This design comes from an exercise in tuning for a short achievable clock period and few clock cycles on the open sky130 flow, not from production work. Where RTL was checked, it was by simulation tests only, not by an equivalence proof against the original.

==> trial 22: inputs <==
## crc32_engine
module crc32_engine (
    input  wire        clk,
    input  wire        rst,
    input  wire        cmd_valid,
    output wire        cmd_ready,
    input  wire [7:0]  cmd,
    input  wire [31:0] din,
    output wire [31:0] dout,
    output wire        err
);
==> flow/config.mk <==
export PLATFORM = sky130hd
export DESIGN_NAME = crc32_engine
export DESIGN_NICKNAME = crc32_engine
export VERILOG_FILES = /design/flow/design.v
export SDC_FILE = /design/flow/constraint.sdc
export NUM_CORES = 4
export LEC_CHECK = 0
export ABC_CLOCK_PERIOD_IN_PS = 1000
export CAP_MARGIN = 20
export CORE_MARGIN = 2
export CORE_UTILIZATION = 40
export SETUP_SLACK_MARGIN = 5.0
export SLEW_MARGIN = 20
export SYNTH_HIERARCHICAL = 1
export TNS_END_PERCENT = 100
==> flow/constraint.sdc <==
create_clock -name core_clock -period 6.0 [get_ports {clk}]
set_input_delay 1.2000 -clock core_clock [delete_from_list [all_inputs] [get_ports {clk}]]
set_output_delay 1.2000 -clock core_clock [all_outputs]
set_load 0.01 [all_outputs]
standard.sh (not shown) runs the stock make flow with config.mk's settings and CLKGATE_MAP_FILE= SYNTH_SCRIPT=/design/flow/synth_recipe.tcl, a recipe that flattens the netlist after the stock synthesis.
==> flow/flow/run.sh <==
#!/bin/bash
# Standard layout (the standard.sh, which runs the standard synthesis
# script), with more slow cells kept out of synthesis and repair: three-input
# XORs, high-stack OR/NOR/AND-OR cells and the like. Registers are untouched
# (flip-flops are mapped before ABC and none of them is in the list).
set -euo pipefail
PL=$(cat flow/platform_dont_use.txt)
EXTRA=$(cat flow/extra_dont_use.txt)
bash standard.sh "DONT_USE_CELLS=$PL $EXTRA" finish > standard.log 2>&1
Other scripts of this flow, unchanged in this note and not shown: flow/flow/extra_dont_use.txt, flow/flow/platform_dont_use.txt
==> inputs of build 75, as changes to trial 22 <==
--- a/flow/config.mk
+++ b/flow/config.mk
@@ -9,7 +9,7 @@
 export CAP_MARGIN = 20
 export CORE_MARGIN = 2
 export CORE_UTILIZATION = 40
-export SETUP_SLACK_MARGIN = 5.0
+export SETUP_SLACK_MARGIN = 4.6
 export SLEW_MARGIN = 20
 export SYNTH_HIERARCHICAL = 1
 export TNS_END_PERCENT = 100
==> run notes <==
Trial 22 went through all stages and came out clean. Build 75 produced a clean layout.
In trial 22 the via count is higher than in build 75, by 2.0%.
Of trial 22 and build 75, trial 22 has the higher clock skew (gap 0.015 ns).
Global-route usage: build 75 is lower than trial 22 (0.66 points).
==> figures <==
item                                                                                      build 75                 trial 22
Final area over synthesized area                                                            1.845x                   1.904x
Mean number of vias per cell                                                                  5.89                     5.98
Portion of the clock cycle consumed by the worst path in the final layout                    38.1%                    39.1%
Startpoint type of the worst setup path                                              primary input                 register
Depth of the most critical reg-to-reg path                                                      11                        8
Capture point of the critical path                                                         xb_q[9]                  y_q[18]
Source of the worst hold timing path                                                    dout_q[24]               dout_q[23]
Wire length the detailed router placed on met1                                           30,000 um                31,600 um
Outcome                                                                    complete, no violations  complete, no violations
Function was not checked in any run of this note: the RTL went through the layout flow alone.


==> inputs of job 2685 <==
crc32_engine, a different RTL version from the one above (not shown whole).
==> flow/config.mk <==
export PLATFORM = sky130hd
export DESIGN_NAME = crc32_engine
export DESIGN_NICKNAME = crc32_engine
export VERILOG_FILES = /design/flow/design.v
export SDC_FILE = /design/flow/constraint.sdc
export NUM_CORES = 4
export LEC_CHECK = 0
export ABC_CLOCK_PERIOD_IN_PS = 1000
export CAP_MARGIN = 20
export CORE_MARGIN = 2
export CORE_UTILIZATION = 35
export SETUP_SLACK_MARGIN = 5.0
export SLEW_MARGIN = 20
export TNS_END_PERCENT = 100
==> flow/constraint.sdc <==
create_clock -name core_clock -period 6.0 [get_ports {clk}]
set_input_delay 1.2000 -clock core_clock [delete_from_list [all_inputs] [get_ports {clk}]]
set_output_delay 1.2000 -clock core_clock [all_outputs]
set_load 0.01 [all_outputs]
Scripts as last shown in full above: flow/flow/run.sh
Other scripts of this flow, unchanged in this note and not shown: flow/flow/extra_dont_use.txt, flow/flow/platform_dont_use.txt
==> job 9926: changes against job 2685 <==
--- a/flow/design.v
+++ b/flow/design.v
@@ -52,11 +52,10 @@
     reg [31:0] s_sv_q;    
     reg [31:0] d_sv_q;    
     reg [2:0]  fold_q;    
     reg        rst_q;     
     reg        keep_q;    
-    reg        yf_q;      
     reg        sres_q;    
     reg        dres_q;    
     reg [31:0] dout_q;    
     reg        err_q;     
     reg        ready_q;   
@@ -234,13 +233,11 @@
         fold_q  <= {3{go & op_short}} &
                    {cmd[1:0] == 2'd2, cmd[1:0] == 2'd1, cmd[1:0] == 2'd0};
         x_q     <= ({32{upd}} & s_in) | ({32{x_set}} & X_INIT) | ({32{xy_keep}} & x_q);
         y_q     <= ({32{y_load}} & din) | ({32{fold_q[0]}} & c1) | ({32{fold_q[1]}} & c2) |
                    ({32{fold_q[2]}} & c3) | ({32{sres_q}} & s_sv_q) | ({32{xy_keep}} & y_q);
-        yf_q    <= y_load | (|fold_q) | sres_q | (yf_q & xy_keep);
-        dout_q  <= {32{~rst}} & (({32{acc & c_rds & ~yf_q}} & t4) | ({32{acc & c_fin & ~yf_q}} & ~t4) |
-                   ({32{acc & c_rds & yf_q}} & y_q) | ({32{acc & c_fin & yf_q}} & ~y_q) |
+        dout_q  <= {32{~rst}} & (({32{acc & c_rds}} & s_cur) | ({32{acc & c_fin}} & ~s_cur) |
                    ({32{rt_q}} & t_rd) | ({32{dres_q}} & d_sv_q) | ({32{d_keep}} & dout_q));
         err_q   <= ~rst & (err_q | (go & ~legal));
         ready_q <= ~rst & ~(go & ~fast);
         rt_q    <= go & op_rdt;
     end
CORE_UTILIZATION = 40   (was 35)
SETUP_SLACK_MARGIN = 4.6   (was 5.0)
==> job 9355: changes against job 2685 <==
--- a/flow/design.v
+++ b/flow/design.v
@@ -52,11 +52,10 @@
     reg [31:0] s_sv_q;    
     reg [31:0] d_sv_q;    
     reg [2:0]  fold_q;    
     reg        rst_q;     
     reg        keep_q;    
-    reg        yf_q;      
     reg        sres_q;    
     reg        dres_q;    
     reg [31:0] dout_q;    
     reg        err_q;     
     reg        ready_q;   
@@ -234,13 +233,11 @@
         fold_q  <= {3{go & op_short}} &
                    {cmd[1:0] == 2'd2, cmd[1:0] == 2'd1, cmd[1:0] == 2'd0};
         x_q     <= ({32{upd}} & s_in) | ({32{x_set}} & X_INIT) | ({32{xy_keep}} & x_q);
         y_q     <= ({32{y_load}} & din) | ({32{fold_q[0]}} & c1) | ({32{fold_q[1]}} & c2) |
                    ({32{fold_q[2]}} & c3) | ({32{sres_q}} & s_sv_q) | ({32{xy_keep}} & y_q);
-        yf_q    <= y_load | (|fold_q) | sres_q | (yf_q & xy_keep);
-        dout_q  <= {32{~rst}} & (({32{acc & c_rds & ~yf_q}} & t4) | ({32{acc & c_fin & ~yf_q}} & ~t4) |
-                   ({32{acc & c_rds & yf_q}} & y_q) | ({32{acc & c_fin & yf_q}} & ~y_q) |
+        dout_q  <= {32{~rst}} & (({32{acc & c_rds}} & s_cur) | ({32{acc & c_fin}} & ~s_cur) |
                    ({32{rt_q}} & t_rd) | ({32{dres_q}} & d_sv_q) | ({32{d_keep}} & dout_q));
         err_q   <= ~rst & (err_q | (go & ~legal));
         ready_q <= ~rst & ~(go & ~fast);
         rt_q    <= go & op_rdt;
     end
PLACE_DENSITY = 0.5   (was not set)
==> results.sh <==
export IMPL_status="no timing/DRC/antenna violations"
export IMPL_seq_area_sq_um=4430
export IMPL_fin_nets=1889
export IMPL_post_route_util_pct=57.6
export IMPL_synth_xor_area_share_pct=47.0
[end of results for job 2685]
==> results.sh <==
export IMPL_coreArea_sq_um=38600
export IMPL_synth_xor_area_share_pct=46.4
export IMPL_multi_input_area_sq_um=12600
export IMPL_cts_clk_slew_worst_paths_ns=0.07
export IMPL_synth_edff_count=0
export IMPL_endpoint_kind="register"
export IMPL_status="no timing/DRC/antenna violations"
export IMPL_synth_top_family_by_area="XOR/XNOR gates"
export IMPL_fin_nets=1773
export IMPL_design_area_sq_um=22900
export IMPL_dpl_hpwl_mm=39.0
export IMPL_place_area_sq_um=15500
export IMPL_ys_seq_area_share_pct=30.6
export IMPL_post_route_util_pct=59.2
[end of results for job 9355]
==> results.sh <==
export IMPL_synth_common_cells="492 x xnor2_1, 210 x dfxtp_1, 116 x xor2_1"
export IMPL_fin_ws_ns=3.71
export IMPL_hold_viol=0
export IMPL_status="no timing/DRC/antenna violations"
export IMPL_post_route_util_pct=67.4
export IMPL_synthCells=1422
export IMPL_fin_nets=1791
export IMPL_grt_overflow=0
export IMPL_max_stage_delay_ns=0.41
[end of results for job 9926]
Testbench counts of job 9926, summed over its fixed seeds: cycles 6,042.
Testbench counts of job 9355, summed over its fixed seeds: cycles 6,042.
For job 2685, only the layout was checked, not whether the RTL still works.


==> inputs of delta <==
Another version of the RTL of crc32_engine (not shown whole).
clock: 6.0 ns
lec_check: 0
abc_clock_period_in_ps: 1000
cap_margin: 20
core_margin: 2
core_utilization: 40
place_density: 0.7
setup_slack_margin: 4.3
slew_margin: 20
tns_end_percent: 100
Scripts as last shown in full above: flow/flow/run.sh
Other scripts of this flow, unchanged in this note and not shown: flow/flow/extra_dont_use.txt, flow/flow/platform_dont_use.txt
==> inputs of nickel, as changes to delta <==
--- a/flow/design.v
+++ b/flow/design.v
@@ -46,39 +46,49 @@
     output wire        err
 );
     localparam [31:0] X_INIT = 32'h9226F562;
     reg [31:0] x_q;       
     reg [31:0] y_q;       
     reg [31:0] w_q;       
+    reg [31:0] s_sv_q;    
+    reg [31:0] d_sv_q;    
     reg [2:0]  fold_q;    
     reg        rst_q;     
     reg        keep_q;    
+    reg        sres_q;    
+    reg        dres_q;    
     reg [31:0] dout_q;    
     reg        err_q;     
     reg        ready_q;   
     reg        rt_q;      
     reg [7:0]  idx_q;     
     wire zhi     = ~cmd[7] & ~cmd[3] & ~cmd[2];
     wire zlo     = ~cmd[1] & ~cmd[0];
     wire full    = cmd[1] & cmd[0];
     wire op_upd  = zhi & ~cmd[6] &  cmd[5] &  cmd[4];
     wire op_init = zhi & ~cmd[6] & ~cmd[5] &  cmd[4] & zlo;
     wire op_load = zhi & ~cmd[6] &  cmd[5] & ~cmd[4] & zlo;
-    wire op_xy   = zhi & ~cmd[6] & (cmd[5] | cmd[4]) & ((cmd[5] & cmd[4]) | zlo);
     wire op_rds  = zhi &  cmd[6] & ~cmd[5] & ~cmd[4] & zlo;
     wire op_fin  = zhi &  cmd[6] & ~cmd[5] &  cmd[4] & zlo;
     wire op_rdt  = zhi &  cmd[6] &  cmd[5] & ~cmd[4] & zlo;
     wire op_nop  = zhi & ~cmd[6] & ~cmd[5] & ~cmd[4] & zlo;
-    wire legal   = op_xy | op_rds | op_fin | op_rdt | op_nop;
+    wire op_short = op_upd & ~full;
+    wire fast    = (op_upd & full) | op_init | op_load | op_rds | op_fin | op_nop;
+    wire legal   = fast | op_short | op_rdt;
     wire acc     = cmd_valid & ready_q;
-    wire upd     = acc & op_upd;
-    wire x_set   = (acc & op_init) | rst_q;
-    wire y_load  = acc & op_load;
-    wire xy_keep = keep_q & ~(acc & op_xy);
+    wire c_upd   =  cmd[5] &  cmd[4];               
+    wire c_load  =  cmd[5] & ~cmd[4];               
+    wire c_init  = ~cmd[6] & ~cmd[5] &  cmd[4];     
+    wire c_rds   =  cmd[6] & ~cmd[5] & ~cmd[4];     
+    wire c_fin   =  cmd[6] & ~cmd[5] &  cmd[4];     
+    wire upd     = acc & c_upd;
+    wire x_set   = (acc & c_init) | rst_q;
+    wire y_load  = acc & c_load;
+    wire xy_keep = keep_q & ~(acc & (cmd[5] | c_init));
     wire go      = acc & ~rst;
-    wire d_keep  = ~rst & ~rt_q & ~(go & (op_rds | op_fin));
+    wire d_keep  = ~rst & ~rt_q & ~dres_q & ~(acc & cmd[6] & ~cmd[5]);
     wire [31:0] t4, c1, c2, c3;
     assign t4[0] = x_q[0] ^ x_q[1] ^ x_q[2] ^ x_q[3] ^ x_q[4] ^ x_q[6] ^ x_q[7] ^ x_q[8] ^ x_q[16] ^ x_q[20] ^ x_q[22] ^ x_q[23] ^ x_q[26];
     assign t4[1] = x_q[1] ^ x_q[2] ^ x_q[3] ^ x_q[4] ^ x_q[5] ^ x_q[7] ^ x_q[8] ^ x_q[9] ^ x_q[17] ^ x_q[21] ^ x_q[23] ^ x_q[24] ^ x_q[27];
     assign t4[2] = x_q[0] ^ x_q[2] ^ x_q[3] ^ x_q[4] ^ x_q[5] ^ x_q[6] ^ x_q[8] ^ x_q[9] ^ x_q[10] ^ x_q[18] ^ x_q[22] ^ x_q[24] ^ x_q[25] ^ x_q[28];
     assign t4[3] = x_q[1] ^ x_q[3] ^ x_q[4] ^ x_q[5] ^ x_q[6] ^ x_q[7] ^ x_q[9] ^ x_q[10] ^ x_q[11] ^ x_q[19] ^ x_q[23] ^ x_q[25] ^ x_q[26] ^ x_q[29];
     assign t4[4] = x_q[2] ^ x_q[4] ^ x_q[5] ^ x_q[6] ^ x_q[7] ^ x_q[8] ^ x_q[10] ^ x_q[11] ^ x_q[12] ^ x_q[20] ^ x_q[24] ^ x_q[26] ^ x_q[27] ^ x_q[30];
@@ -211,23 +221,27 @@
     wire [31:0] s_in  = t4 ^ (y_q ^ dmask);
     wire [31:0] t_rd;
     crc32_rom u_rom (.idx(idx_q), .data(t_rd));
     always @(posedge clk) begin
         idx_q   <= din[7:0];
         w_q     <= s_in;
+        s_sv_q  <= s_cur;
+        d_sv_q  <= dout_q;
         rst_q   <= rst;
-        keep_q  <= ~rst & ~(acc & op_upd & ~full);
-        fold_q  <= {3{~rst & upd}} &
+        keep_q  <= ~rst & ~(acc & ~fast);
+        sres_q  <= go & ~(fast | op_short);
+        dres_q  <= go & ~legal;
+        fold_q  <= {3{go & op_short}} &
                    {cmd[1:0] == 2'd2, cmd[1:0] == 2'd1, cmd[1:0] == 2'd0};
         x_q     <= ({32{upd}} & s_in) | ({32{x_set}} & X_INIT) | ({32{xy_keep}} & x_q);
         y_q     <= ({32{y_load}} & din) | ({32{fold_q[0]}} & c1) | ({32{fold_q[1]}} & c2) |
-                   ({32{fold_q[2]}} & c3) | ({32{xy_keep}} & y_q);
-        dout_q  <= ({32{go & op_rds}} & s_cur) | ({32{go & op_fin}} & ~s_cur) |
-                   ({32{~rst & rt_q}} & t_rd) | ({32{d_keep}} & dout_q);
+                   ({32{fold_q[2]}} & c3) | ({32{sres_q}} & s_sv_q) | ({32{xy_keep}} & y_q);
+        dout_q  <= {32{~rst}} & (({32{acc & c_rds}} & s_cur) | ({32{acc & c_fin}} & ~s_cur) |
+                   ({32{rt_q}} & t_rd) | ({32{dres_q}} & d_sv_q) | ({32{d_keep}} & dout_q));
         err_q   <= ~rst & (err_q | (go & ~legal));
-        ready_q <= ~rst & ~(go & ((op_upd & ~full) | op_rdt));
+        ready_q <= ~rst & ~(go & ~fast);
         rt_q    <= go & op_rdt;
     end
     assign cmd_ready = ready_q;
     assign dout      = dout_q;
     assign err       = err_q;
 endmodule
PLACE_DENSITY = 0.75   (was 0.7)
SETUP_SLACK_MARGIN = 5.0   (was 4.3)
==> inputs of willow, as changes to delta <==
CORE_UTILIZATION = 50   (was 40)
PLACE_DENSITY = not set   (was 0.7)
==> inputs of xenon, as changes to delta <==
--- a/flow/design.v
+++ b/flow/design.v
@@ -46,37 +46,42 @@
     output wire        err
 );
     localparam [31:0] X_INIT = 32'h9226F562;
     reg [31:0] x_q;       
     reg [31:0] y_q;       
     reg [31:0] w_q;       
+    reg [31:0] s_sv_q;    
     reg [2:0]  fold_q;    
     reg        rst_q;     
     reg        keep_q;    
+    reg        sres_q;    
     reg [31:0] dout_q;    
     reg        err_q;     
     reg        ready_q;   
     reg        rt_q;      
-    reg [7:0]  idx_q;     
     wire zhi     = ~cmd[7] & ~cmd[3] & ~cmd[2];
     wire zlo     = ~cmd[1] & ~cmd[0];
     wire full    = cmd[1] & cmd[0];
     wire op_upd  = zhi & ~cmd[6] &  cmd[5] &  cmd[4];
     wire op_init = zhi & ~cmd[6] & ~cmd[5] &  cmd[4] & zlo;
     wire op_load = zhi & ~cmd[6] &  cmd[5] & ~cmd[4] & zlo;
-    wire op_xy   = zhi & ~cmd[6] & (cmd[5] | cmd[4]) & ((cmd[5] & cmd[4]) | zlo);
     wire op_rds  = zhi &  cmd[6] & ~cmd[5] & ~cmd[4] & zlo;
     wire op_fin  = zhi &  cmd[6] & ~cmd[5] &  cmd[4] & zlo;
     wire op_rdt  = zhi &  cmd[6] &  cmd[5] & ~cmd[4] & zlo;
     wire op_nop  = zhi & ~cmd[6] & ~cmd[5] & ~cmd[4] & zlo;
-    wire legal   = op_xy | op_rds | op_fin | op_rdt | op_nop;
+    wire op_short = op_upd & ~full;
+    wire fast    = (op_upd & full) | op_init | op_load | op_rds | op_fin | op_nop;
+    wire legal   = fast | op_short | op_rdt;
     wire acc     = cmd_valid & ready_q;
-    wire upd     = acc & op_upd;
-    wire x_set   = (acc & op_init) | rst_q;
-    wire y_load  = acc & op_load;
-    wire xy_keep = keep_q & ~(acc & op_xy);
+    wire c_upd   =  cmd[5] &  cmd[4];               
+    wire c_load  =  cmd[5] & ~cmd[4];               
+    wire c_init  = ~cmd[6] & ~cmd[5] &  cmd[4];     
+    wire upd     = acc & c_upd;
+    wire x_set   = (acc & c_init) | rst_q;
+    wire y_load  = acc & c_load;
+    wire xy_keep = keep_q & ~(acc & (cmd[5] | c_init));
     wire go      = acc & ~rst;
     wire d_keep  = ~rst & ~rt_q & ~(go & (op_rds | op_fin));
     wire [31:0] t4, c1, c2, c3;
     assign t4[0] = x_q[0] ^ x_q[1] ^ x_q[2] ^ x_q[3] ^ x_q[4] ^ x_q[6] ^ x_q[7] ^ x_q[8] ^ x_q[16] ^ x_q[20] ^ x_q[22] ^ x_q[23] ^ x_q[26];
     assign t4[1] = x_q[1] ^ x_q[2] ^ x_q[3] ^ x_q[4] ^ x_q[5] ^ x_q[7] ^ x_q[8] ^ x_q[9] ^ x_q[17] ^ x_q[21] ^ x_q[23] ^ x_q[24] ^ x_q[27];
     assign t4[2] = x_q[0] ^ x_q[2] ^ x_q[3] ^ x_q[4] ^ x_q[5] ^ x_q[6] ^ x_q[8] ^ x_q[9] ^ x_q[10] ^ x_q[18] ^ x_q[22] ^ x_q[24] ^ x_q[25] ^ x_q[28];
@@ -207,27 +212,28 @@
     assign c3[31] = w_q[7] ^ w_q[11] ^ w_q[13] ^ w_q[14] ^ w_q[17] ^ w_q[23];
     wire [31:0] s_cur = t4 ^ y_q;
     wire [31:0] dmask = din & {{8{cmd[1] & cmd[0]}}, {8{cmd[1]}},
                                {8{cmd[1] | cmd[0]}}, 8'hFF};
     wire [31:0] s_in  = t4 ^ (y_q ^ dmask);
     wire [31:0] t_rd;
-    crc32_rom u_rom (.idx(idx_q), .data(t_rd));
+    crc32_rom u_rom (.idx(w_q[7:0] ^ s_sv_q[7:0]), .data(t_rd));
     always @(posedge clk) begin
-        idx_q   <= din[7:0];
         w_q     <= s_in;
+        s_sv_q  <= s_cur;
         rst_q   <= rst;
-        keep_q  <= ~rst & ~(acc & op_upd & ~full);
-        fold_q  <= {3{~rst & upd}} &
+        keep_q  <= ~rst & ~(acc & ~fast);
+        sres_q  <= go & ~(fast | op_short);
+        fold_q  <= {3{go & op_short}} &
                    {cmd[1:0] == 2'd2, cmd[1:0] == 2'd1, cmd[1:0] == 2'd0};
         x_q     <= ({32{upd}} & s_in) | ({32{x_set}} & X_INIT) | ({32{xy_keep}} & x_q);
         y_q     <= ({32{y_load}} & din) | ({32{fold_q[0]}} & c1) | ({32{fold_q[1]}} & c2) |
-                   ({32{fold_q[2]}} & c3) | ({32{xy_keep}} & y_q);
+                   ({32{fold_q[2]}} & c3) | ({32{sres_q}} & s_sv_q) | ({32{xy_keep}} & y_q);
         dout_q  <= ({32{go & op_rds}} & s_cur) | ({32{go & op_fin}} & ~s_cur) |
                    ({32{~rst & rt_q}} & t_rd) | ({32{d_keep}} & dout_q);
         err_q   <= ~rst & (err_q | (go & ~legal));
-        ready_q <= ~rst & ~(go & ((op_upd & ~full) | op_rdt));
+        ready_q <= ~rst & ~(go & ~fast);
         rt_q    <= go & op_rdt;
     end
     assign cmd_ready = ready_q;
     assign dout      = dout_q;
     assign err       = err_q;
 endmodule
CORE_UTILIZATION = 35   (was 40)
PLACE_DENSITY = not set   (was 0.7)
SETUP_SLACK_MARGIN = 5.0   (was 4.3)
==> qor summary <==
metric	delta	willow	nickel	xenon
Status	complete, no violations	complete, no violations	complete, no violations	complete, no violations
Deepest clock path buffer count	2	2	3	2
Number of buffers and inverters on the critical path	3	2	3	1
Clock sink count	144	144	210	169
Multi-In Gates	1048	1049	1089	1035
Layout overhead on the synthesized area	56.9%	57.5%	67.0%	72.5%
Cell depth of the worst min-delay path	2	2	0	2
Number of sequential cells in the layout	144	144	210	169
Destination of the critical timing path	x_q[13]$_DFF_P_	dout_q[28]$_DFF_P_	x_q[22]$_DFF_P_	x_q[16]$_DFF_P_
Tmin final	2.36 ns	3.05 ns	2.60 ns	2.24 ns
Tapcell count	384	313	448	461
Routed metal-1 wirelength	19000 um	20900 um	23500 um	22700 um
Peak per-stage delay on the critical path	0.29 ns	1.09 ns	0.61 ns	0.43 ns
Pin count of the biggest net entering global routing	33	33	34	33
Chip height	175 um	157 um	189 um	193 um
Endpoint of the worst register-to-register path	x_q[28]$_DFF_P_	dout_q[28]$_DFF_P_	x_q[22]$_DFF_P_	x_q[16]$_DFF_P_
Global-route wire length before repair	70800 um	73100 um	91000 um	78800 um
Share of the yosys chip area belonging to registers	24.7%	24.7%	30.6%	26.9%
Number of buffers inserted during clock tree synthesis	17	17	23	17
Testbench counts of delta, summed over its fixed seeds: cycles 6,042.
Testbench counts of nickel, summed over its fixed seeds: cycles 6,042.
Testbench counts of willow, summed over its fixed seeds: cycles 6,042.
Function not checked in xenon: the RTL went through the layout flow alone.

==> afterwards: timing with drivers on the ports <==
The results above use ideal ports. As a check the final layouts listed here were re-extracted and re-timed, cells and wires unchanged. Step 1: set_driving_cell puts a clkbuf_16 on clk and a buf_2 on each other input, an assumption about the parent block. Step 2 times the ports against the registers' clock, not the clock port: input delays grow and output delays shrink by t, the midpoint of the rising clock arrivals with the driver on. Slacks: no drivers / after step 1 / after step 2; pairs: no drivers / after step 1.
run | t (ns) | slack for setup (ns) | hold slack, ns
trial 22 | 0.654 | 3.656 / 3.656 / 3.134 | 0.381 / 0.381 / 0.381
build 75 | 0.633 | 3.716 / 3.683 / 3.101 | 0.379 / 0.379 / 0.379
job 2685 | 0.564 | 3.631 / 3.545 / 2.981 | 0.376 / 0.376 / 0.376
job 9926 | 0.601 | 3.705 / 3.705 / 3.118 | 0.383 / 0.383 / 0.383
job 9355 | 0.590 | 3.621 / 3.621 / 3.247 | 0.374 / 0.374 / 0.374
delta | 0.481 | 3.636 / 3.633 / 3.152 | 0.497 / 0.497 / 0.497
nickel | 0.619 | 3.402 / 3.402 / 3.068 | 0.378 / 0.378 / 0.378
willow | 0.475 | 2.955 / 2.955 / 2.955 | 0.514 / 0.514 / 0.514
xenon | 0.504 | 3.756 / 3.756 / 3.308 | 0.483 / 0.483 / 0.483
After both steps every run listed still meets setup and hold. The setup slack of job 2685, which loses most, moves by -0.086 ns with the drivers and by -0.650 ns with both steps.
